Background: an optimization exercise with open tools, aiming at small area, a short achievable clock period and few clock cycles per item. Do not read the settings as production practice. In this exercise RTL edits were held to simulation tests only and were not proved equivalent to the original. No activity file was given, so power comes from the tool's default toggle rates.

==> flow/design.v, too long to show whole: its modules and the start of the top module <==
// module fp32_mul: 90 lines
// module fp32_mul_dec: 18 lines
// module booth_enc: 47 lines
// module mul24cs: 1080 lines
// module fp32_add: 128 lines
// module pob_fx_tail: 323 lines
module pob_fx_tail (
    input  wire        clk,
    input  wire        rst,
    input  wire        cfg_we,
    input  wire [2:0]  cfg_addr,
    input  wire [31:0] cfg_wdata,
    input  wire        in_valid,
    output reg         in_ready,
    input  wire [31:0] in_l,
    input  wire [31:0] in_r,
    output reg         out_valid,
    input  wire        out_ready,
    output reg  [31:0] out_l,
    output reg  [31:0] out_r
);
  // ...
==> flow/run.sh <==
#!/bin/bash
# synth_recipe.tcl (not shown) runs the flow's synth.tcl, then flattens the netlist and writes it again
# the make line also repeats each setting of config.mk as NAME=value (left out here)
make -C /OpenROAD-flow-scripts/flow DESIGN_CONFIG=/design/flow/config.mk WORK_HOME=/design/flow/orfs CLKGATE_MAP_FILE= SYNTH_SCRIPT=/design/flow/synth_recipe.tcl finish
==> flow/config.mk <==
export PLATFORM = sky130hd
export DESIGN_NAME = pob_fx_tail
export DESIGN_NICKNAME = pob_fx_tail
export VERILOG_FILES = /design/flow/design.v
export SDC_FILE = /design/flow/constraint.sdc
export NUM_CORES = 4
export LEC_CHECK = 0
export CAP_MARGIN = 20
export CORE_MARGIN = 2
export CORE_UTILIZATION = 40
export SLEW_MARGIN = 20
==> flow/constraint.sdc <==
create_clock -name core_clock -period 17.0 [get_ports {clk}]
set_input_delay 3.4000 -clock core_clock [delete_from_list [all_inputs] [get_ports {clk}]]
set_output_delay 3.4000 -clock core_clock [all_outputs]
set_load 0.01 [all_outputs]
==> metrics.md, run 1 <==
| Metric | Value |
|---|---|
| Cell family with most CP delay | `compound AO/OA/AOI/OAI gates` |
| Period utilisation layout | `0.345` |
| Total Wirelength | `253 mm` |
| Final setup fails | `0` |
| Synth Area in Compound Gates | `0.192` |
| Non-filler cells, final | `9518` |
| DP HPWL | `171 mm` |
| Vias post-DR | `58800` |
| Die Y | `418 um` |
| TritonRoute pass-1 iters | `11` |
| Setup TNS | `0 ns` |
| Final RePlAce weighted congestion | `0.969` |
| Most numerous cell in the Yosys netlist | `dfxtp_1` |
| Most frequent cells in the layout | `dfxtp_1, a22oi_1, nand2_1` |
| Most common cell after layout, fill and taps aside | `dfxtp_1` |
| ClkCell Share | `0.0590` |
| Number of synthesized flops with an enable pin | `449` |
| Area contributors post-synth | `dfxtp_1, edfxtp_1, fa_1` |
| Pwr/cell area | `191 nW/um2` |
| Final antenna-violating net count | `0` |
| # placed instances | `9271` |
| Synth Area per Inst | `9.48 um2` |
| Largest family of logic cells by synthesized area | `compound AO/OA/AOI/OAI gates` |
| Reg2reg path depth | `17` |
| Vias per inst | `6.18` |
| Fin util | `0.455` |
| Met3 Resource Use GR | `0.0624` |
| Outcome | `complete, no violations` |
| Mapped Cells | `7217` |
| Seq. pwr | `3860 uW` |
| Max Buffers Root-to-Sink | `3` |
| Share of layout cells above drive strength 1 | `0.0859` |
| #FFs+latches synth | `1147` |
| Metal3 WL | `24.4 mm` |
Testbench counts, summed over its fixed seeds: cycles 51,344, frames 4,096.
==> module fp32_add, before the edit <==
module fp32_add (
    input  wire        clk,
    input  wire [31:0] a,
    input  wire [31:0] b,
    output reg  [31:0] y
);
    wire       sa = a[31];
    wire       sb = b[31];
    wire [7:0] ea = a[30:23];
    wire [7:0] eb = b[30:23];
    wire [22:0] fa = a[22:0];
    wire [22:0] fb = b[22:0];
    wire a_zero = (ea == 8'd0);
    wire b_zero = (eb == 8'd0);
    wire a_inf  = (ea == 8'hff) && (fa == 23'd0);
    wire b_inf  = (eb == 8'hff) && (fb == 23'd0);
    wire a_nan  = (ea == 8'hff) && (fa != 23'd0);
    wire b_nan  = (eb == 8'hff) && (fb != 23'd0);
    wire [8:0]  d_ab  = {1'b0, ea} - {1'b0, eb};    
    wire [8:0]  d_ba  = {1'b0, eb} - {1'b0, ea};    
    wire        swap  = d_ab[8] | ((ea == eb) & (fb > fa));    
    function [26:0] align;
        input        zero;
        input [22:0] f;
        input [7:0]  d;
        reg   [26:0] m;
        begin
            m = {1'b1, f, 3'b000};
            if (zero)
                align = 27'd0;
            else if (d >= 8'd27)
                align = 27'd1;
            else begin
                align = m >> d;
                if ((m & ((27'd1 << d) - 27'd1)) != 27'd0)
                    align[0] = 1'b1;
            end
        end
    endfunction
    wire [26:0] a_sh = align(a_zero, fa, d_ba[7:0]);
    wire [26:0] b_sh = align(b_zero, fb, d_ab[7:0]);
    reg [22:0] p1_fbig;
    reg [26:0] p1_sml;
    reg [7:0]  p1_exp;
    reg        p1_sign;
    reg        p1_sub;
    reg [1:0]  p1_spec;    
    reg        p1_ssgn;    
    always @(posedge clk) begin
        p1_fbig <= swap ? fb : fa;
        p1_sml  <= swap ? a_sh : b_sh;
        p1_exp  <= swap ? eb : ea;
        p1_sign <= swap ? sb : sa;
        p1_sub  <= sa ^ sb;
        if (a_nan || b_nan || (a_inf && b_inf && (sa != sb))) begin
            p1_spec <= 2'd1;
            p1_ssgn <= 1'b0;
        end else if (a_inf) begin
            p1_spec <= 2'd2;
            p1_ssgn <= sa;
        end else if (b_inf) begin
            p1_spec <= 2'd2;
            p1_ssgn <= sb;
        end else if (a_zero && b_zero) begin
            p1_spec <= 2'd3;
            p1_ssgn <= sa & sb;
        end else begin
            p1_spec <= 2'd0;
            p1_ssgn <= 1'b0;
        end
    end
    wire [27:0] m_big = {2'b01, p1_fbig, 3'b000};
    wire [27:0] sum   = p1_sub ? (m_big - {1'b0, p1_sml}) : (m_big + {1'b0, p1_sml});
    reg  [4:0] lz;
    integer i;
    always @(*) begin
        lz = 5'd0;
        for (i = 0; i <= 26; i = i + 1)
            if (sum[i])
                lz = 5'd26 - i[4:0];
    end
    reg [27:0] p2_sum;
    reg [4:0]  p2_lz;
    reg [7:0]  p2_exp;
    reg        p2_sign;
    reg [1:0]  p2_spec;
    reg        p2_ssgn;
    always @(posedge clk) begin
        p2_sum  <= sum;
        p2_lz   <= lz;
        p2_exp  <= p1_exp;
        p2_sign <= p1_sign;
        p2_spec <= p1_spec;
        p2_ssgn <= p1_ssgn;
    end
    reg  [26:0] norm;
    reg  [9:0]  exp;
    reg  [24:0] frac_r;
    reg  [9:0]  exp_r;
    reg  [31:0] res;
    always @(*) begin
        if (p2_sum[27]) begin
            norm = {p2_sum[27:2], p2_sum[1] | p2_sum[0]};
            exp  = {2'b00, p2_exp} + 10'd1;
        end else begin
            norm = p2_sum[26:0] << p2_lz;
            exp  = {2'b00, p2_exp} - {5'd0, p2_lz};
        end
        frac_r = {1'b0, norm[26:3]} + {24'd0, norm[2] & ((|norm[1:0]) | norm[3])};
        exp_r  = frac_r[24] ? exp + 10'd1 : exp;
        case (p2_spec)
            2'd1: res = 32'h7fc00000;
            2'd2: res = {p2_ssgn, 8'hff, 23'd0};
            2'd3: res = {p2_ssgn, 31'd0};
            default:
                if (p2_sum == 28'd0)
                    res = 32'd0;
                else if ($signed(exp_r) >= 10'sd255)
                    res = {p2_sign, 8'hff, 23'd0};
                else if ($signed(exp_r) <= 10'sd0)
                    res = {p2_sign, 31'd0};
                else
                    res = {p2_sign, exp_r[7:0], frac_r[22:0]};
        endcase
    end
    always @(posedge clk)
        y <= res;
endmodule
==> module pob_fx_tail, before the edit <==
module pob_fx_tail (
    input  wire        clk,
    input  wire        rst,
    input  wire        cfg_we,
    input  wire [2:0]  cfg_addr,
    input  wire [31:0] cfg_wdata,
    input  wire        in_valid,
    output reg         in_ready,
    input  wire [31:0] in_l,
    input  wire [31:0] in_r,
    output reg         out_valid,
    input  wire        out_ready,
    output reg  [31:0] out_l,
    output reg  [31:0] out_r
);
    localparam [31:0] K_DC     = 32'h3f7eb852;   
    localparam [31:0] GAIN_RST = 32'h3f4ccccd;   
    reg [31:0] nb0, nb1, nb2, na1, na2, gain;
    reg        eq_on;
    function [31:0] clamp10;
        input [31:0] v;
        begin
            if (v[30:23] == 8'hff && v[22:0] != 23'd0)
                clamp10 = 32'h00000000;
            else if (v[30:0] > 31'h41200000)
                clamp10 = {v[31], 31'h41200000};
            else
                clamp10 = v;
        end
    endfunction
    function [31:0] clamp1;
        input [31:0] v;
        begin
            if (v[30:23] == 8'hff && v[22:0] != 23'd0)
                clamp1 = 32'h00000000;
            else if (v[30:0] > 31'h3f800000)
                clamp1 = {v[31], 31'h3f800000};
            else
                clamp1 = v;
        end
    endfunction
    reg [3:0]  sl;           
    reg        v0, v1;       
    reg        mo, mp;       
    reg [1:0]  pend;         
    wire [3:0] last = mo ? 4'd13 : 4'd7;
    wire       wrap = (sl == last);
    wire       acc  = in_valid & in_ready;
    reg        ov_n;         
    wire       take = ~ov_n & out_ready;
    wire       v0_w   = v0 & ~wrap;
    wire       v1_w   = wrap ? v0 : v1;
    wire       mp_w   = wrap ? mo : mp;
    wire       idle_w = ~v0_w & ~v1_w;
    wire [3:0] sl_w   = (wrap | idle_w) ? 4'd0 : sl + 4'd1;
    wire       mo_w   = idle_w ? eq_on : mo;
    wire       last_w = (sl_w == last);
    always @(posedge clk) begin
        if (rst) begin
            sl       <= 4'd0;
            v0       <= 1'b0;
            v1       <= 1'b0;
            mo       <= 1'b0;
            mp       <= 1'b0;
            pend     <= 2'd0;
            in_ready <= 1'b0;
        end else begin
            sl <= sl_w;
            mo <= mo_w;
            mp <= mp_w;
            v0 <= acc | v0_w;
            v1 <= v1_w;
            pend <= pend + {1'b0, acc} - {1'b0, take};
            in_ready <= ~acc & ~cfg_we & ~cfg_wq & ~(pend[1] & ~take) &
                        ((last_w & (mo == eq_on)) | idle_w);
        end
    end
    wire on0  = v0 &  mo;
    wire off0 = v0 & ~mo;
    wire on1  = v1 &  mp;
    wire off1 = v1 & ~mp;
    reg        rst_q;
    reg        cfg_wq;
    reg [2:0]  cfg_aq;
    reg [31:0] cfg_dq;
    always @(posedge clk) begin
        rst_q  <= rst;
        cfg_wq <= cfg_we & ~rst;
        cfg_aq <= cfg_addr;
        cfg_dq <= cfg_wdata;
    end
    wire [7:0] cfg_a = cfg_wq ? (8'd1 << cfg_aq) : 8'd0;
    always @(posedge clk) begin
        if (cfg_a[0])   nb0   <= cfg_dq;
        else if (rst_q) nb0   <= 32'd0;
        if (cfg_a[1])   nb1   <= cfg_dq;
        else if (rst_q) nb1   <= 32'd0;
        if (cfg_a[2])   nb2   <= cfg_dq;
        else if (rst_q) nb2   <= 32'd0;
        if (cfg_a[3])   na1   <= cfg_dq;
        else if (rst_q) na1   <= 32'd0;
        if (cfg_a[4])   na2   <= cfg_dq;
        else if (rst_q) na2   <= 32'd0;
        if (cfg_a[5])   gain  <= cfg_dq;
        else if (rst_q) gain  <= GAIN_RST;
        if (cfg_a[6])   eq_on <= cfg_dq[0];
        else if (rst_q) eq_on <= 1'b0;
    end
    localparam [6:0] P_NB0 = 7'h01, P_NB1 = 7'h02, P_K = 7'h04, P_NA1 = 7'h08,
                     P_GAIN = 7'h10, P_NA2 = 7'h20, P_NB2 = 7'h40;
    localparam [6:0] D_XL = 7'h40, D_XR = 7'h20, D_AR = 7'h10, D_Z1L = 7'h08,
                     D_Z1R = 7'h04, D_Y1L = 7'h02, D_Y1R = 7'h01;
    localparam [8:0] A_Z1L = 9'h100, A_Z1R = 9'h080, A_TL = 9'h040, A_TR = 9'h020,
                     A_AR = 9'h010, A_X1L = 9'h008, A_X1R = 9'h004, A_XL = 9'h002,
                     A_XR = 9'h001;
    localparam [4:0] B_MR = 5'h10, B_X1L = 5'h08, B_X1R = 5'h04, B_Z2L = 5'h02,
                     B_Z2R = 5'h01;
    function [28:0] sel_of;
        input       on;      
        input [3:0] s;       
        reg   [6:0] mp_, md;
        reg   [8:0] aa;
        reg   [4:0] ab;
        reg         ng;
        begin
            ng = 1'b0;
            if (on) begin
                case (s)
                    4'd0:  begin mp_ = P_NB0;  md = D_XL;  end
                    4'd1:  begin mp_ = P_NB0;  md = D_XR;  end
                    4'd2:  begin mp_ = P_NB1;  md = D_XL;  end
                    4'd3:  begin mp_ = P_NB1;  md = D_XR;  end
                    4'd4:  begin mp_ = P_GAIN; md = D_AR;  end
                    4'd5:  begin mp_ = P_GAIN; md = D_AR;  end
                    4'd6:  begin mp_ = P_NA1;  md = D_AR;  end
                    4'd7:  begin mp_ = P_NA1;  md = D_AR;  end
                    4'd8:  begin mp_ = P_NB2;  md = D_XL;  end
                    4'd9:  begin mp_ = P_NB2;  md = D_XR;  end
                    4'd10: begin mp_ = P_NA2;  md = D_Z1L; end
                    4'd11: begin mp_ = P_NA2;  md = D_Z1R; end
                    4'd12: begin mp_ = P_K;    md = D_Y1L; end
                    default: begin mp_ = P_K;  md = D_Y1R; end
                endcase
                case (s)
                    4'd1:  begin aa = A_X1L; ab = B_MR;  end              
                    4'd2:  begin aa = A_X1R; ab = B_MR;  end
                    4'd3:  begin aa = A_Z1L; ab = B_MR;  end              
                    4'd4:  begin aa = A_Z1R; ab = B_MR;  end
                    4'd5:  begin aa = A_TL;  ab = B_Z2L; ng = 1'b1; end   
                    4'd6:  begin aa = A_TR;  ab = B_Z2R; ng = 1'b1; end
                    4'd7:  begin aa = A_Z1L; ab = B_X1L; ng = 1'b1; end   
                    4'd8:  begin aa = A_Z1R; ab = B_X1R; ng = 1'b1; end
                    4'd9:  begin aa = A_TL;  ab = B_MR;  ng = 1'b1; end   
                    4'd10: begin aa = A_TR;  ab = B_MR;  ng = 1'b1; end
                    4'd12: begin aa = A_AR;  ab = B_Z2L; end              
                    4'd13: begin aa = A_AR;  ab = B_Z2R; end
                    default: begin aa = A_AR; ab = B_MR; end              
                endcase
            end else begin
                case (s[2:0])
                    3'd0:  begin mp_ = P_K;    md = D_Y1L; end
                    3'd1:  begin mp_ = P_K;    md = D_Y1R; end
                    3'd6:  begin mp_ = P_GAIN; md = D_AR;  end
                    3'd7:  begin mp_ = P_GAIN; md = D_AR;  end
                    default: begin mp_ = P_K;  md = D_Y1L; end            
                endcase
                case (s[2:0])
                    3'd0:  begin aa = A_XL;  ab = B_X1L; ng = 1'b1; end   
                    3'd1:  begin aa = A_XR;  ab = B_X1R; ng = 1'b1; end
                    default: begin aa = A_AR; ab = B_MR; end              
                endcase
            end
            sel_of = {ng, ab, aa, md, mp_};
        end
    endfunction
    wire [28:0] sn_w = sel_of(mo_w, sl_w);
    reg  [28:0] sel;
    always @(posedge clk)
        sel <= sn_w;
    wire [31:0] pa_w = ({32{sn_w[0]}} & nb0) | ({32{sn_w[1]}} & nb1) | ({32{sn_w[2]}} & K_DC) |
                       ({32{sn_w[3]}} & na1) | ({32{sn_w[4]}} & gain) | ({32{sn_w[5]}} & na2) |
                       ({32{sn_w[6]}} & nb2);
    wire [50:0] pd_w;
    fp32_mul_dec u_dec (.a(pa_w), .one(pd_w[12:0]), .two(pd_w[25:13]), .neg(pd_w[38:26]),
                        .ea(pd_w[46:39]), .sa(pd_w[47]), .a_zero(pd_w[48]),
                        .a_inf(pd_w[49]), .a_nan(pd_w[50]));
    reg  [50:0] pd;
    always @(posedge clk)
        pd <= pd_w;
    reg  [31:0] mul_b, add_a, add_b;
    wire [31:0] mr, ar;      
    fp32_mul u_mul (.clk(clk), .a_one(pd[12:0]), .a_two(pd[25:13]), .a_neg(pd[38:26]),
                    .ea(pd[46:39]), .sa(pd[47]), .a_zero(pd[48]), .a_inf(pd[49]),
                    .a_nan(pd[50]), .b(mul_b), .y(mr));
    fp32_add u_add (.clk(clk), .a(add_a), .b(add_b), .y(ar));
    reg [31:0] x_l, x_r, z1_l, z1_r, z2_l, z2_r, x1_l, x1_r, y1_l, y1_r, t_l, t_r;
    wire        ng = sel[28];
    always @(*) begin
        mul_b = ({32{sel[13]}} & x_l)  | ({32{sel[12]}} & x_r)  | ({32{sel[11]}} & ar) |
                ({32{sel[10]}} & z1_l) | ({32{sel[9]}}  & z1_r) |
                ({32{sel[8]}}  & y1_l) | ({32{sel[7]}}  & y1_r);
        add_a = ({32{sel[22]}} & z1_l) | ({32{sel[21]}} & z1_r) |
                ({32{sel[20]}} & t_l)  | ({32{sel[19]}} & t_r)  | ({32{sel[18]}} & ar) |
                ({32{sel[17]}} & x1_l) | ({32{sel[16]}} & x1_r) |
                ({32{sel[15]}} & x_l)  | ({32{sel[14]}} & x_r);
        add_b = ({32{sel[27]}} & {mr[31] ^ ng, mr[30:0]}) |
                ({32{sel[26]}} & {x1_l[31] ^ ng, x1_l[30:0]}) |
                ({32{sel[25]}} & {x1_r[31] ^ ng, x1_r[30:0]}) |
                ({32{sel[24]}} & {z2_l[31] ^ ng, z2_l[30:0]}) |
                ({32{sel[23]}} & {z2_r[31] ^ ng, z2_r[30:0]});
    end
    reg [1:0] w_t;                       
    reg [1:0] w_z1, w_z1y, w_z10;        
    reg [1:0] w_z2, w_z2m, w_z20;        
    reg [1:0] w_x1, w_x1d, w_x1x;        
    reg [1:0] w_y1;                      
    localparam [1:0] WL = 2'b01, WR = 2'b10;
    always @(*) begin
        w_t = 2'b00; w_z1 = 2'b00; w_z1y = 2'b00; w_z10 = 2'b00;
        w_z2 = 2'b00; w_z2m = 2'b00; w_z20 = 2'b00;
        w_x1 = 2'b00; w_x1d = 2'b00; w_x1x = 2'b00; w_y1 = 2'b00;
        if (on0) begin
            case (sl)
                4'd5:  w_t   = WL;                       
                4'd6:  begin w_t = WR; w_z1y = WL; end   
                4'd7:  w_z1y = WR;
                4'd10: w_x1d = WL;                       
                4'd11: begin w_x1d = WR; w_t = WL; end   
                4'd12: w_t   = WR;
                4'd13: w_z2m = WL;                       
                default: ;
            endcase
        end
        if (on1) begin
            case (sl)
                4'd0:  w_z2m = WR;
                4'd1:  begin w_z1 = WL; w_x1 = WL; end   
                4'd2:  begin w_z1 = WR; w_x1 = WR; end
                4'd4:  w_y1  = WL;                       
                4'd5:  w_y1  = WR;
                4'd8:  w_z2  = WL;                       
                4'd9:  w_z2  = WR;
                default: ;
            endcase
        end
        if (off0) begin
            case (sl)
                4'd0:  begin w_x1x = WL; w_z10 = WL; w_z20 = WL; end   
                4'd1:  begin w_x1x = WR; w_z10 = WR; w_z20 = WR; end
                4'd6:  w_y1  = WL;                       
                4'd7:  w_y1  = WR;
                default: ;
            endcase
        end
    end
    wire [31:0] cl_ar = clamp10(ar);
    reg  [3:0]  cx;      
    always @(posedge clk)
        cx <= mo_w ? {2'b00, sl_w == 4'd2, sl_w == 4'd1} :
                     {sl_w == 4'd1, sl_w == 4'd0, 2'b00};
    wire [31:0] cl_x1 = clamp10(({32{cx[0]}} & z1_l) | ({32{cx[1]}} & z1_r) |
                                ({32{cx[2]}} & x_l)  | ({32{cx[3]}} & x_r));
    always @(posedge clk) begin
        if (rst_q) begin
            z1_l <= 32'd0; z1_r <= 32'd0;
            z2_l <= 32'd0; z2_r <= 32'd0;
            x1_l <= 32'd0; x1_r <= 32'd0;
            y1_l <= 32'd0; y1_r <= 32'd0;
        end else begin
            if (w_z1[0] | w_z1y[0] | w_z10[0]) z1_l <= w_z10[0] ? 32'd0 : w_z1y[0] ? ar : cl_ar;
            if (w_z1[1] | w_z1y[1] | w_z10[1]) z1_r <= w_z10[1] ? 32'd0 : w_z1y[1] ? ar : cl_ar;
            if (w_z2[0] | w_z2m[0] | w_z20[0]) z2_l <= w_z20[0] ? 32'd0 : w_z2m[0] ? mr : cl_ar;
            if (w_z2[1] | w_z2m[1] | w_z20[1]) z2_r <= w_z20[1] ? 32'd0 : w_z2m[1] ? mr : cl_ar;
            if (w_x1[0] | w_x1d[0] | w_x1x[0]) x1_l <= w_x1d[0] ? ar : cl_x1;
            if (w_x1[1] | w_x1d[1] | w_x1x[1]) x1_r <= w_x1d[1] ? ar : cl_x1;
            if (w_y1[0]) y1_l <= cl_ar;
            if (w_y1[1]) y1_r <= cl_ar;
        end
    end
    always @(posedge clk) begin
        if (w_t[0]) t_l <= mr;
        if (w_t[1]) t_r <= mr;
    end
    always @(posedge clk) begin
        if (wrap | (~v0 & ~v1)) begin
            x_l <= in_l;
            x_r <= in_r;
        end
    end
    reg  [31:0] s_l, s_r;
    reg         sfull;
    wire [31:0] cl1 = clamp1(mr);
    wire wr_l = (on1 & (sl == 4'd7)) | (off1 & (sl == 4'd1));
    wire wr_r = (on1 & (sl == 4'd8)) | (off1 & (sl == 4'd2));
    always @(posedge clk) begin
        if (wr_l)
            s_l <= cl1;
        if (wr_r & ~ov_n & ~out_ready)
            s_r <= cl1;
        if (rst) begin
            out_valid <= 1'b0;
            ov_n      <= 1'b1;
            sfull     <= 1'b0;
        end else if (wr_r) begin
            if (ov_n | out_ready) begin
                out_l     <= s_l;
                out_r     <= cl1;
                out_valid <= 1'b1;
                ov_n      <= 1'b0;
            end else
                sfull <= 1'b1;
        end else if (take) begin
            if (sfull) begin
                out_l <= s_l;
                out_r <= s_r;
                sfull <= 1'b0;
            end else begin
                out_valid <= 1'b0;
                ov_n      <= 1'b1;
            end
        end
    end
endmodule
==> run 2: changes to the inputs <==
--- a/flow/design.v
+++ b/flow/design.v
@@ -1276,5 +1276,6 @@
     wire [26:0] b_sh = align(b_zero, fb, d_ab[7:0]);
     reg [22:0] p1_fbig;
-    reg [26:0] p1_sml;
+    reg [26:0] p1_ash, p1_bsh;
+    reg        p1_swap;
     reg [7:0]  p1_exp;
     reg        p1_sign;
@@ -1284,5 +1285,7 @@
     always @(posedge clk) begin
         p1_fbig <= swap ? fb : fa;
-        p1_sml  <= swap ? a_sh : b_sh;
+        p1_ash  <= a_sh;
+        p1_bsh  <= b_sh;
+        p1_swap <= swap;
         p1_exp  <= swap ? eb : ea;
         p1_sign <= swap ? sb : sa;
@@ -1305,4 +1308,5 @@
         end
     end
+    wire [26:0] p1_sml = p1_swap ? p1_ash : p1_bsh;
     wire [27:0] m_big = {2'b01, p1_fbig, 3'b000};
     wire [27:0] sum   = p1_sub ? (m_big - {1'b0, p1_sml}) : (m_big + {1'b0, p1_sml});
@@ -1529,6 +1533,6 @@
                 endcase
                 case (s[2:0])
-                    3'd0:  begin aa = A_XL;  ab = B_X1L; ng = 1'b1; end   
-                    3'd1:  begin aa = A_XR;  ab = B_X1R; ng = 1'b1; end
+                    3'd0:  begin aa = A_Z1L; ab = B_X1L; ng = 1'b1; end   
+                    3'd1:  begin aa = A_Z1R; ab = B_X1R; ng = 1'b1; end
                     default: begin aa = A_AR; ab = B_MR; end              
                 endcase
@@ -1565,6 +1569,5 @@
         add_a = ({32{sel[22]}} & z1_l) | ({32{sel[21]}} & z1_r) |
                 ({32{sel[20]}} & t_l)  | ({32{sel[19]}} & t_r)  | ({32{sel[18]}} & ar) |
-                ({32{sel[17]}} & x1_l) | ({32{sel[16]}} & x1_r) |
-                ({32{sel[15]}} & x_l)  | ({32{sel[14]}} & x_r);
+                ({32{sel[17]}} & x1_l) | ({32{sel[16]}} & x1_r);
         add_b = ({32{sel[27]}} & {mr[31] ^ ng, mr[30:0]}) |
                 ({32{sel[26]}} & {x1_l[31] ^ ng, x1_l[30:0]}) |
@@ -1621,7 +1624,6 @@
     always @(posedge clk)
         cx <= mo_w ? {2'b00, sl_w == 4'd2, sl_w == 4'd1} :
-                     {sl_w == 4'd1, sl_w == 4'd0, 2'b00};
-    wire [31:0] cl_x1 = clamp10(({32{cx[0]}} & z1_l) | ({32{cx[1]}} & z1_r) |
-                                ({32{cx[2]}} & x_l)  | ({32{cx[3]}} & x_r));
+                     {2'b00, sl_w == 4'd1, sl_w == 4'd0};
+    wire [31:0] cl_x1 = clamp10(({32{cx[0]}} & z1_l) | ({32{cx[1]}} & z1_r));
     always @(posedge clk) begin
         if (rst_q) begin
@@ -1631,6 +1633,11 @@
             y1_l <= 32'd0; y1_r <= 32'd0;
         end else begin
-            if (w_z1[0] | w_z1y[0] | w_z10[0]) z1_l <= w_z10[0] ? 32'd0 : w_z1y[0] ? ar : cl_ar;
-            if (w_z1[1] | w_z1y[1] | w_z10[1]) z1_r <= w_z10[1] ? 32'd0 : w_z1y[1] ? ar : cl_ar;
+            if (acc & ~eq_on) begin
+                z1_l <= in_l;
+                z1_r <= in_r;
+            end else begin
+                if (w_z1[0] | w_z1y[0] | w_z10[0]) z1_l <= w_z10[0] ? 32'd0 : w_z1y[0] ? ar : cl_ar;
+                if (w_z1[1] | w_z1y[1] | w_z10[1]) z1_r <= w_z10[1] ? 32'd0 : w_z1y[1] ? ar : cl_ar;
+            end
             if (w_z2[0] | w_z2m[0] | w_z20[0]) z2_l <= w_z20[0] ? 32'd0 : w_z2m[0] ? mr : cl_ar;
             if (w_z2[1] | w_z2m[1] | w_z20[1]) z2_r <= w_z20[1] ? 32'd0 : w_z2m[1] ? mr : cl_ar;
==> metrics.md, run 2 <==
| Metric | Value |
|---|---|
| Outcome | `complete, no violations (unchanged)` |
| RSZ-0062 raised after global routing | `no (unchanged)` |
| Max Clock Skew | `0.0372 ns (was 0.0691 ns)` |
| Total CTS buffers | `131 (was 132)` |
| Share of the synthesized area in the top cell type | `0.205 (was 0.204)` |
| CP Data Required Time | `17.70 ns (was 17.63 ns)` |
| Core area | `176000 um2 (was 170000 um2)` |
| Cell Int Power | `8330 uW (was 8100 uW)` |
| Worst Hold Class | `flip-flop to flip-flop (unchanged)` |
| Synth cell count leaders | `dfxtp_1, a22oi_1, nor2_1, nand2_1, clkbuf_1 (was dfxtp_1, a22oi_1, nand2_1, nor2_1, clkbuf_1)` |
| Net switching power | `7010 uW (was 6680 uW)` |
| #FFs+latches synth | `1171 (was 1147)` |
| Post-CTS Hold Buffers | `0 (unchanged)` |
| Fin util | `0.450 (was 0.455)` |
| FMAX | `0.187 GHz (was 0.170 GHz)` |
| First-pass GRT wire length | `378 mm (was 375 mm)` |
| Max reg flops | `48 (unchanged)` |
| Final antenna-violating net count | `0 (unchanged)` |
| Most frequent cells in the layout | `dfxtp_1, a22oi_1, nand2_1 (unchanged)` |
| Post-place instance area | `74600 um2 (was 72600 um2)` |
| Final hold vios | `0 (unchanged)` |
| Sw Ratio | `0.457 (was 0.452)` |
| Leakage | `0.0294 uW (was 0.0288 uW)` |
| CTS tree | `yes (unchanged)` |
| Worst Tran Pin Value | `1.23 ns (was 1.27 ns)` |
| # nets final | `7875 (was 7759)` |
| Setup Fix Bufs, Post-CTS | `0 (unchanged)` |
| Regs by FF count | `u_mul.p1_s: 48 flops, pd: 47 flops, u_mul.p1_c: 47 flops (unchanged)` |
| Initial antenna violation count | `4 (was 8)` |
| Comb power frac | `0.550 (was 0.539)` |
| I/O pins | `170 (unchanged)` |
| Clock sink total | `1171 (was 1147)` |
| Number of max-cap violations | `0 (unchanged)` |
| Hold Slack | `0.322 ns (was 0.325 ns)` |
| Sequential share of the synthesized area | `0.395 (was 0.401)` |
| Ys flop type | `dfxtp_1 (unchanged)` |
| Pwr/cell area | `194 nW/um2 (was 191 nW/um2)` |
| Number of global-route vias before repair | `58700 (was 57600)` |
| Ant diodes | `0 (was 3)` |
| Vias post-DR | `60000 (was 58800)` |
| Number of synthesized flops with an enable pin | `449 (unchanged)` |
| Final setup fails | `0 (unchanged)` |
| Root Buffer | `clkbuf_16 (unchanged)` |
| Distinct cells, synth | `118 (was 113)` |
| Post-synth top area cell | `dfxtp_1 (unchanged)` |
| Initial Util | `0.402 (was 0.403)` |
| Slew Viols, Final | `0 (unchanged)` |
| Gr usage total | `0.275 (was 0.283)` |
| Yosys warnings | `3 (unchanged)` |
| Worst setup SP type | `flip-flop (unchanged)` |
| Num rows | `154 (was 151)` |
| Clock latency (worst-skew pair) | `0.79 ns (was 0.80 ns)` |
| VDD IR max | `209 uV (was 155 uV)` |
| Period utilisation layout | `0.315 (was 0.345)` |
| Final Cell Area | `79100 um2 (was 77200 um2)` |
| Vias per inst | `6.15 (was 6.18)` |
| Reg clk slew, reported paths | `0.06 ns (about the same)` |
| WP data arrival | `6.05 ns (was 6.49 ns)` |
| PortBufs | `169 (unchanged)` |
| TritonRoute pass-1 iters | `9 (was 11)` |
| CP Capture Type | `flip-flop (unchanged)` |
| Die Y | `424 um (was 418 um)` |
| Flop-to-flop setup slack | `11.65 ns (was 11.13 ns)` |
| Post-synth ARST share | `0 (unchanged)` |
| CP Class | `flip-flop to flip-flop (unchanged)` |
| Total Wirelength | `255 mm (was 253 mm)` |
| Minimum clock period after layout | `5.35 ns (was 5.87 ns)` |
| DRC viols | `0 (unchanged)` |
| Most common cell after layout, fill and taps aside | `dfxtp_1 (unchanged)` |
| Mapped cell area | `70700 um2 (was 68400 um2)` |
| Sequential Power Share | `0.259 (was 0.261)` |
| Slew headroom | `0.178 (was 0.156)` |
| DP HPWL | `171 mm (about the same)` |
| Largest Register | `u_mul.p1_s (unchanged)` |
| Drt wl/cell | `26.1 um (was 26.6 um)` |
| H-tree Lvls | `4 (unchanged)` |
| Die ar. | `180000 um2 (was 174000 um2)` |
| Largest net degree at the start of global routing | `88 (was 87)` |
| Synth Area per Inst | `9.53 um2 (was 9.48 um2)` |
| Post-CTS resize count | `0 (unchanged)` |
| Die X | `424 um (was 418 um)` |
| Power share of the clock group | `0.192 (was 0.200)` |
| Most numerous cell in the Yosys netlist | `dfxtp_1 (unchanged)` |
| GRT Residual Overflow | `0 (unchanged)` |
| Final RePlAce weighted congestion | `0.952 (was 0.969)` |
| Setup TNS | `0 ns (unchanged)` |
| Area grow syn2layout | `12.0% (was 12.9%)` |
| Drt initial violations | `7721 (was 8337)` |
| Area contributors post-synth | `dfxtp_1, edfxtp_1, fa_1 (unchanged)` |
| Mapped Cells | `7413 (was 7217)` |
| Share of layout cells above drive strength 1 | `0.0878 (was 0.0859)` |
| Max Buffers Root-to-Sink | `3 (unchanged)` |
| CP max FO | `32 (unchanged)` |
==> run 2: cell count changes in the layout (fill, tap and decap cells not counted), sizes merged, moves of 59 or more <==
cell	change
nand2	-116
a211oi	+114
nor3	+93
mux2i	+64
a22oi	-62
inv	+59
==> run 2: routing by layer <==
layer	track usage	wire length, um
met1	0.346	98600
met2	0.434	116000
met3	0.0509	22600
met4	0.172	17500
met5	0	13
==> run 2: worst max-delay path, stage by stage (launching register included) <==
cell and delay (ns):
dfxtp_1 0.31, buf_4 0.46, a22oi_1 0.21, nand3_1 0.24, inv_1 0.10, ha_2 0.20
fa_1 0.53, nor2b_1 0.15, o21ai_0 0.11, a21oi_1 0.27, or4bb_1 0.46, nand3_1 0.69
nand3_1 0.19, or2_2 0.44, nand2b_1 0.34, nand2b_1 0.37, nor2_1 0.16
==> run 2: power groups by stage <==
| stage | clock network (uW) | registers, uW | logic, uW |
|---|---|---|---|
| after floorplan | 0 | 3710 | 5930 |
| after global placement | 0 | 3990 | 8140 |
| after detailed placement | 0 | 3990 | 8270 |
| after CTS | 2990 | 3940 | 8330 |
| after global routing | 3100 | 3990 | 9320 |
| final | 2940 | 3970 | 8430 |
==> run 2: logic make-up (layout without fill, tap and decap cells) <==
group / Yosys count / after routing / synth area share
DFF: 1171 / 1171 / 0.395
buffers and inverters: 1060 / 1060 / 0.0577
adders and majority gates: 468 / 468 / 0.110
and+or+nand+nor: 2141 / 2141 / 0.150
other: 1 / 2 / 0.0000531
AOI/OAI and AO/OA: 1894 / 1894 / 0.191
muxes: 240 / 240 / 0.0419
xor gates and xnor gates: 438 / 438 / 0.0543
==> run 2: cell type report <==
type | instances | area [um2]
Fill cell | 16600 | 96800
Multi-Input combinational cell | 5183 | 38900
Tap cell | 2340 | 2930
Sequential cell | 1171 | 27900
Inverter | 474 | 1780
Clock inverter | 57 | 795
Clock buffer | 185 | 3730
Timing Repair Buffer | 344 | 3030
==> run 2: final timing paths <==
kind	depth (start not counted)	startpoint	endpoint
max	16	sel[22]	u_add.p1_bsh[21]
min	0	u_mul.p1_esum[6]	u_mul.p2_esum[6]
max reg2reg	16	sel[22]	u_add.p1_bsh[21]
min reg2reg	0	u_mul.p1_esum[6]	u_mul.p2_esum[6]
==> run 2: per-stage QoR <==
step                      instances  total power (uW)  setup slack, ns
after floorplan                7414              9640             8.09
after global placement         9510             12100            10.73
after detailed placement       9510             12300            10.66
after CTS                      9752             15300            11.50
after global routing           9754             16400            11.35
final                          9754             15300            11.65
Testbench counts of run 2, summed over its fixed seeds: cycles 51,344, frames 4,096.
==> run 3: changes to the inputs <==
--- a/flow/config.mk
+++ b/flow/config.mk
@@ -8,4 +8,4 @@
 export CAP_MARGIN = 20
 export CORE_MARGIN = 2
-export CORE_UTILIZATION = 40
+export CORE_UTILIZATION = 60
 export SLEW_MARGIN = 20
==> metrics.md, run 3 <==
| Metric | Value |
|---|---|
| Largest Register | `u_mul.p1_s (unchanged)` |
| Vias per inst | `6.83 (was 6.15)` |
| Ant diodes | `0 (unchanged)` |
| Most frequent cells in the layout | `dfxtp_1, a22oi_1, nand2_1 (unchanged)` |
| Root Buffer | `clkbuf_16 (unchanged)` |
| CP Class | `flip-flop to flip-flop (unchanged)` |
| Final hold vios | `0 (unchanged)` |
| Core area | `117000 um2 (was 176000 um2)` |
| Gr usage total | `0.399 (was 0.275)` |
| # nets final | `7865 (was 7875)` |
| Final setup fails | `0 (unchanged)` |
| Clock sink total | `1171 (unchanged)` |
| Distinct cells, synth | `118 (unchanged)` |
| Worst setup SP type | `flip-flop (unchanged)` |
| Share of the synthesized area in the top cell type | `0.205 (unchanged)` |
| Area grow syn2layout | `10.2% (was 12.0%)` |
| Yosys warnings | `3 (unchanged)` |
| Worst path slowest cell | `dfxtp_2 (was nand3_1)` |
| Post-synth top area cell | `dfxtp_1 (unchanged)` |
| Max Buffers Root-to-Sink | `3 (unchanged)` |
| Largest net degree at the start of global routing | `209 (was 88)` |
| Number of max-cap violations | `0 (unchanged)` |
| Final RePlAce weighted congestion | `0.978 (was 0.952)` |
| Number of synthesized flops with an enable pin | `449 (unchanged)` |
| VDD IR max | `211 uV (was 209 uV)` |
| Cell mode on critical path | `nand3_1 (unchanged)` |
| Most common cell after layout, fill and taps aside | `dfxtp_1 (unchanged)` |
| Net switching power | `6930 uW (was 7010 uW)` |
| Outcome | `complete, no violations (unchanged)` |
| Power share of the clock group | `0.185 (was 0.192)` |
| Synth cell count leaders | `dfxtp_1, a22oi_1, nor2_1, nand2_1, clkbuf_1 (unchanged)` |
| Ys flop type | `dfxtp_1 (unchanged)` |
| CP Capture Type | `flip-flop (unchanged)` |
| Drt wl/cell | `27.6 um (was 26.1 um)` |
| Final antenna-violating net count | `0 (unchanged)` |
| Cell Int Power | `8180 uW (was 8330 uW)` |
| Area contributors post-synth | `dfxtp_1, edfxtp_1, fa_1 (unchanged)` |
| Max reg flops | `48 (unchanged)` |
| Sequential Power Share | `0.260 (was 0.259)` |
| Pwr/cell area | `194 nW/um2 (about the same)` |
| Fillcell total | `9352 (was 16600)` |
| Setup TNS | `0 ns (unchanged)` |
| CP Data Required Time | `17.69 ns (was 17.70 ns)` |
| Drt initial violations | `9161 (was 7721)` |
| Worst Hold Class | `flip-flop to flip-flop (unchanged)` |
| Die Y | `347 um (was 424 um)` |
| RSZ-0062 raised after global routing | `no (unchanged)` |
| Slew headroom | `0.159 (was 0.178)` |
| Regs by FF count | `u_mul.p1_s: 48 flops, pd: 47 flops, u_mul.p1_c: 47 flops (unchanged)` |
| Sw Ratio | `0.459 (was 0.457)` |
| CTS tree | `yes (unchanged)` |
| WP data arrival | `6.29 ns (was 6.05 ns)` |
| Final WS setup | `11.40 ns (was 11.65 ns)` |
| FF/Latch Area | `27900 um2 (about the same)` |
| Post-CTS Hold Buffers | `0 (unchanged)` |
| Number of global-route vias before repair | `59600 (was 58700)` |
| Num rows | `125 (was 154)` |
| Setup Fix Bufs, Post-CTS | `0 (unchanged)` |
| Leakage | `0.0294 uW (about the same)` |
| DP HPWL | `164 mm (was 171 mm)` |
| Reg clk slew, reported paths | `0.07 ns (was 0.06 ns)` |
| Die ar. | `121000 um2 (was 180000 um2)` |
| Worst Tran Pin Value | `1.25 ns (was 1.23 ns)` |
| Worst path max stage delay | `0.89 ns (was 0.69 ns)` |
| FMAX | `0.179 GHz (was 0.187 GHz)` |
| Total Wirelength | `247 mm (was 255 mm)` |
| Share of layout cells above drive strength 1 | `0.0885 (was 0.0878)` |
| Sequential share of the synthesized area | `0.395 (unchanged)` |
| Vias post-DR | `61000 (was 60000)` |
| Mapped cell area | `70700 um2 (unchanged)` |
| H-tree Lvls | `3 (was 4)` |
| PortBufs | `169 (unchanged)` |
| DRC viols | `0 (unchanged)` |
| Initial antenna violation count | `6 (was 4)` |
| Pre-CTS WS | `10.70 ns (was 10.66 ns)` |
| Most numerous cell in the Yosys netlist | `dfxtp_1 (unchanged)` |
| Comb power frac | `0.555 (was 0.550)` |
| Flop-to-flop setup slack | `11.40 ns (was 11.65 ns)` |
| Initial Util | `0.606 (was 0.402)` |
| Mapped Cells | `7413 (unchanged)` |
| Synth Area per Inst | `9.53 um2 (unchanged)` |
| Critical path cell sequence | `a22oi_1 -> nand3_1 -> inv_1 -> ha_2 -> fa_1 -> nor2b_1 -> o21ai_0 -> a21oi_1 -> or4bb_1 -> nand3_1 -> nand3_1 -> or2_2 -> nand2b_1 -> nand2b_1 -> nor2_1 (was buf_4 -> a22oi_1 -> nand3_1 -> inv_1 -> ha_2 -> fa_1 -> nor2b_1 -> o21ai_0 -> a21oi_1 -> or4bb_1 -> nand3_1 -> nand3_1 -> or2_2 -> nand2b_1 -> nand2b_1 -> nor2_1)` |
| Post-synth ARST share | `0 (unchanged)` |
| Area occupied by multi-input gates | `38900 um2 (about the same)` |
| Max Clock Skew | `0.100 ns (was 0.0372 ns)` |
| Post-CTS resize count | `0 (unchanged)` |
| Clock latency (worst-skew pair) | `0.80 ns (was 0.79 ns)` |
| Slew Viols, Final | `0 (unchanged)` |
| TritonRoute pass-1 iters | `12 (was 9)` |
| First-pass GRT wire length | `367 mm (was 378 mm)` |
| Total CTS buffers | `121 (was 131)` |
| I/O pins | `170 (unchanged)` |
| GRT Residual Overflow | `0 (unchanged)` |
| Period utilisation layout | `0.329 (was 0.315)` |
| Die X | `347 um (was 424 um)` |
| Minimum clock period after layout | `5.60 ns (was 5.35 ns)` |
| #FFs+latches synth | `1171 (unchanged)` |
| CP max FO | `32 (unchanged)` |
-- run 3: metal layers --
metal	vias up	GRT usage	share of wire
li1	26600	-	-
met1	29300	0.497	0.37
met2	4025	0.610	0.44
met3	1025	0.119	0.13
met4	10	0.243	0.068
met5	-	0.00440	0.00049
-- run 3: area by class of cell --
class / instances / share of cell area
clock inverter: 59 / 0.00850
sequential: 1171 / 0.359
multi-input combinational: 5183 / 0.500
inverter: 474 / 0.0229
tap: 1524 / 0.0245
clock buffer: 171 / 0.0464
timing repair buffer: 344 / 0.0388
-- run 3: kinds of logic (layout without fill, tap and decap cells) --
logic type	count (synthesis)	count (layout)	share of synthesized area
adder cells (fa/ha/maj)	468	468	0.110
AO/OA/AOI/OAI	1894	1894	0.191
multiplexers	240	240	0.0419
buffers and inverters	1060	1048	0.0577
flip-flops	1171	1171	0.395
XOR/XNOR	438	438	0.0543
AND/OR/NAND/NOR	2141	2141	0.150
other	1	2	0.0000531
-- run 3: power groups by stage --
stage,combinational [uW],sequential [uW],clock [uW]
floorplan,5930,3710,0
global placement,8020,3950,0
detailed placement,8160,3950,0
CTS,8210,3890,2810
global route,9240,3950,2920
finish,8390,3930,2800
-- run 3: per-stage QoR --
stage / utilization / instance area, um2 / hold WS [ns] / power, uW / std cells
global route: 0.668 / 77900 / 0.289 / 16100 / 8926
CTS: 0.668 / 77800 / 0.269 / 14900 / 8926
floorplan: - / 70700 / 0.310 / 9640 / 7414
global placement: 0.631 / 73600 / 0.311 / 12000 / 8696
finish: 0.668 / 77900 / 0.276 / 15100 / 8926
detailed placement: 0.631 / 73600 / 0.312 / 12100 / 8696
-- run 3: critical path: cells and delay by family (launching register included) --
family,cells,cell delay [ns]
adders and majority gates,2,0.74
buffers and inverters,1,0.11
DFF,1,0.89
AOI/OAI and AO/OA,3,0.52
and+or+nand+nor,9,3.22
-- run 3: final timing paths --
check / from / to / cells past startpoint
max: sel[21] / u_add.p1_bsh[21] / 15
min: u_add.p1_exp[6] / u_add.p2_exp[6] / 0
max reg2reg: sel[21] / u_add.p1_bsh[21] / 15
min reg2reg: u_add.p1_exp[6] / u_add.p2_exp[6] / 0

what the ideal ports hide:
No port has a modelled driver above. Below, the same layouts with a new extraction and two added sets of constraints.
Step 1, drivers: a clkbuf_16 drives clk and a buf_2 each remaining input, both assumed.
Step 2 adds t to the input delays and takes it off the output delays; t is the mean of the earliest and latest rising clock arrival at the registers after step 1. Input paths then give back, and output paths get back, about the clock's delay inside the block.
a / b / c = ideal / step 1 / step 2; a / b = the first two.
| run | t (ns) | setup slack, ns | hold WS [ns] | latest minus earliest clock arrival (ns) | worst register clock-pin slew, ns |
|---|---|---|---|---|---|
| run 1 | 0.865 | 11.132 / 11.132 / 11.132 | 0.325 / 0.325 / 0.325 | 0.080 / 0.079 | 0.07 / 0.07 |
| run 2 | 0.864 | 11.653 / 11.653 / 10.868 | 0.322 / 0.322 / 0.322 | 0.042 / 0.042 | 0.07 / 0.07 |
| run 3 | 0.836 | 11.401 / 11.401 / 10.878 | 0.276 / 0.276 / 0.276 | 0.105 / 0.105 | 0.07 / 0.07 |
After both steps every run listed still meets setup and hold. The setup slack of run 2, which loses most, moves by 0.000 ns with the drivers and by -0.785 ns with both steps.
